This is an optimization exercise on Yosys and OpenROAD, whose aim is small area, a short achievable clock period and few clock cycles, not a production implementation. The RTL was checked by simulation tests, not by an equivalence proof against the original design.

## bvm_encoder
module bvm_encoder (
    input  wire        clk,
    input  wire        rst,
    input  wire        cmd_valid,
    output wire        cmd_ready,
    input  wire [71:0] cmd_word,
    output reg         rsp_valid,
    output wire [35:0] rsp_word,
    input  wire [31:0] cur_l,
    input  wire [31:0] cur_r,
    input  wire [1:0]  rdy,
    output wire        out_valid,
    output wire [7:0]  out_byte
);
    localparam [3:0] OP_NOP = 4'h0, OP_INIT = 4'h1, OP_ADVANCE = 4'h2,
                     OP_UPDATE = 4'h3, OP_GETCUR = 4'h4, OP_SAMPLE = 4'h5,
                     OP_SETLEVELS = 4'h6, OP_ENCODE = 4'h7, OP_GETDISP = 4'h8,
                     OP_GETSTAT = 4'h9;
    localparam [31:0] FLOOR_DB = 32'hC2C80000;   
    reg [31:0] lvl_a, lvl_b;
    reg        ph;
    reg        e_ill, e_port;        
    reg [1:0]  first;                
    reg        em1, em2, em3;        
    reg        dwait;                
    reg [1:0]  rsp_code;
    reg        data_en;              
    reg [31:0] rsp_data;
    wire busy = em1 | em2 | dwait;
    assign cmd_ready = !busy;
    wire acc = cmd_valid && !busy;
    wire [3:0]  op  = cmd_word[3:0];
    wire        ch  = cmd_word[4];
    wire [2:0]  rsv = cmd_word[7:5];
    wire [31:0] opa = cmd_word[39:8];
    wire [31:0] opb = cmd_word[71:40];
    wire illegal = (op >= 4'hA) || (rsv != 3'd0) ||
                   (ch && !(op == OP_INIT || op == OP_ADVANCE ||
                            op == OP_UPDATE || op == OP_GETCUR));
    wire port_violation = !illegal &&
                   (op == OP_INIT || op == OP_ADVANCE || op == OP_UPDATE);
    wire legal = !illegal && !port_violation;
    wire c_sample = acc && legal && (op == OP_SAMPLE);
    wire c_setlv  = acc && legal && (op == OP_SETLEVELS);
    wire c_encode = acc && legal && (op == OP_ENCODE);
    wire c_getdsp = acc && legal && (op == OP_GETDISP);
    wire c_getcur = acc && legal && (op == OP_GETCUR);
    wire c_getst  = acc && legal && (op == OP_GETSTAT);
    wire lvl_we   = rst || c_sample || c_setlv;
    reg  [13:0] pq_mi;               
    reg  [18:0] pq_ml;
    reg         pq_lo, pq_hi;
    reg         pq_r, pq_v;          
    reg  [7:0]  q_l, q_r;
    wire [13:0] mi1;
    wire [18:0] ml1;
    wire        lo1, hi1;
    wire [7:0]  q2;
    q_s1 u_q1 (.x(lvl_a), .mi(mi1), .ml(ml1), .lo(lo1), .hi(hi1));
  ...
Size in the first run: ~3,800 cells after synthesis, ~190 I/O pins, roughly 24,000 µm² of cells after synthesis.
Settings: LEC_CHECK=0, ABC_AREA=1, CAP_MARGIN=20, CORE_MARGIN=2, CORE_UTILIZATION=40, SLEW_MARGIN=20, TNS_END_PERCENT=0; clock period 20.0 ns.
standard.sh (not shown) runs the stock make flow with config.mk's settings and CLKGATE_MAP_FILE= SYNTH_SCRIPT=/design/flow/synth_recipe.tcl, a recipe that flattens the netlist after the stock synthesis.
==> flow/flow/run.sh <==
#!/bin/bash
# Own layout flow: the standard ORFS flow (standard.sh) on every step,
# unchanged, except that the timing repair after clock tree synthesis and
# after global routing aims for a larger setup slack than the default 0 ns
# (SETUP_SLACK_MARGIN), so that the resizer also speeds up paths that
# already meet the 20 ns clock. The clock, constraints, synthesis, floorplan,
# power grid and tap cells are the standard ones.
# The full output of the ORFS run goes to standard_flow.log here; each ORFS
# step also keeps its own log under orfs/logs/.
set -euo pipefail
bash standard.sh SETUP_SLACK_MARGIN=14.5 finish > standard_flow.log 2>&1
The baseline went through all stages and came out clean.
Testbench counts at the start, summed over its fixed seeds: cycles 16,188.
Then changed:
--- a/flow/flow/run.sh
+++ b/flow/flow/run.sh
@@ -9,3 +9,3 @@
 # step also keeps its own log under orfs/logs/.
 set -euo pipefail
-bash standard.sh SETUP_SLACK_MARGIN=14.5 finish > standard_flow.log 2>&1
+bash standard.sh SETUP_SLACK_MARGIN=15 finish > standard_flow.log 2>&1
Final cell count is unchanged.
Synthesized cell count is unchanged.
Clock-buffer cell count does not change.
Setup slack does not change.
Routed wire length is unchanged.
Design area is unchanged.
Global-route usage stays the same.

---

## before
bvm_encoder, a different RTL version from the one above (not shown whole).
For scale: about 200 flip-flops, roughly 190 I/O pins.
Design bvm_encoder, start of the top module:
module bvm_encoder (
    input  wire        clk,
    input  wire        rst,
    input  wire        cmd_valid,
    output wire        cmd_ready,
    input  wire [71:0] cmd_word,
    output reg         rsp_valid,
    output wire [35:0] rsp_word,
    input  wire [31:0] cur_l,
    input  wire [31:0] cur_r,
    input  wire [1:0]  rdy,
    output wire        out_valid,
    output wire [7:0]  out_byte
);
==> flow/config.mk <==
export PLATFORM = sky130hd
export DESIGN_NAME = bvm_encoder
export DESIGN_NICKNAME = bvm_encoder
export VERILOG_FILES = /design/flow/design.v
export SDC_FILE = /design/flow/constraint.sdc
export NUM_CORES = 4
export LEC_CHECK = 0
export ABC_AREA = 1
export CAP_MARGIN = 20
export CORE_MARGIN = 2
export CORE_UTILIZATION = 40
export SLEW_MARGIN = 20
export TNS_END_PERCENT = 0
==> flow/constraint.sdc <==
create_clock -name core_clock -period 20.0 [get_ports {clk}]
set_input_delay 4.0000 -clock core_clock [delete_from_list [all_inputs] [get_ports {clk}]]
set_output_delay 4.0000 -clock core_clock [all_outputs]
set_load 0.01 [all_outputs]
==> flow/flow/run.sh <==
#!/bin/bash
# Own layout flow: the standard ORFS flow (standard.sh) on every step,
# unchanged, except that the timing repair after clock tree synthesis and
# after global routing aims for a larger setup slack than the default 0 ns
# (SETUP_SLACK_MARGIN), so that the resizer also speeds up paths that
# already meet the 20 ns clock. The clock, constraints, synthesis, floorplan,
# power grid and tap cells are the standard ones.
# The full output of the ORFS run goes to standard_flow.log here; each ORFS
# step also keeps its own log under orfs/logs/.
set -euo pipefail
bash standard.sh SETUP_SLACK_MARGIN=14 finish > standard_flow.log 2>&1
before has completed all stages; timing, DRC and antenna checks passed.
Testbench counts of before, summed over its fixed seeds: cycles 16,188.
diff inputs: before => after
-- flow/flow/run.sh --
<<< before, line 10
set -euo pipefail
bash standard.sh SETUP_SLACK_MARGIN=14 finish > standard_flow.log 2>&1
>>> after, line 10
set -euo pipefail
bash standard.sh SETUP_SLACK_MARGIN=16 finish > standard_flow.log 2>&1
after ended with more fraction of final layout cells sized beyond drive strength 1 than before.
Comparing before and after, register-to-register slack is lower on before.
Number of non-filler instances in the completed layout: after vs before up 1.5%
NOTE: count of filler cells inserted in the layout in after falls short of that of before

[separate check: timing with driven ports]
The flow's constraints put no driver on any port. The routed layouts listed below were extracted and timed again, unchanged, in two steps.
Step 1 sets driving cells, clkbuf_16 on the clock port and buf_2 on the other inputs (assumed; they add their load-dependent delay and slew).
Step 2 times the ports against the registers' clock, not the clock port: input delays grow and output delays shrink by t, the midpoint of the rising clock arrivals with the driver on.
Three values: ideal ports, drivers, drivers and shift; two values: the first two.
| run | t, ns | setup WS [ns] | worst setup path at the end |
|---|---|---|---|
| the first run of note 1 | 0.549 | 13.887 / 13.892 / 13.343 | input to register |
| the second run of note 1 | 0.549 | 13.887 / 13.892 / 13.343 | input to register |
| before | 0.625 | 13.955 / 13.894 / 13.412 | input to register |
| after | 0.624 | 14.293 / 14.331 / 13.712 | input to register |
After both steps every run listed still meets setup and hold. For after, which loses most, drivers alone change the setup slack by +0.038 ns; drivers and shift together by -0.581 ns.
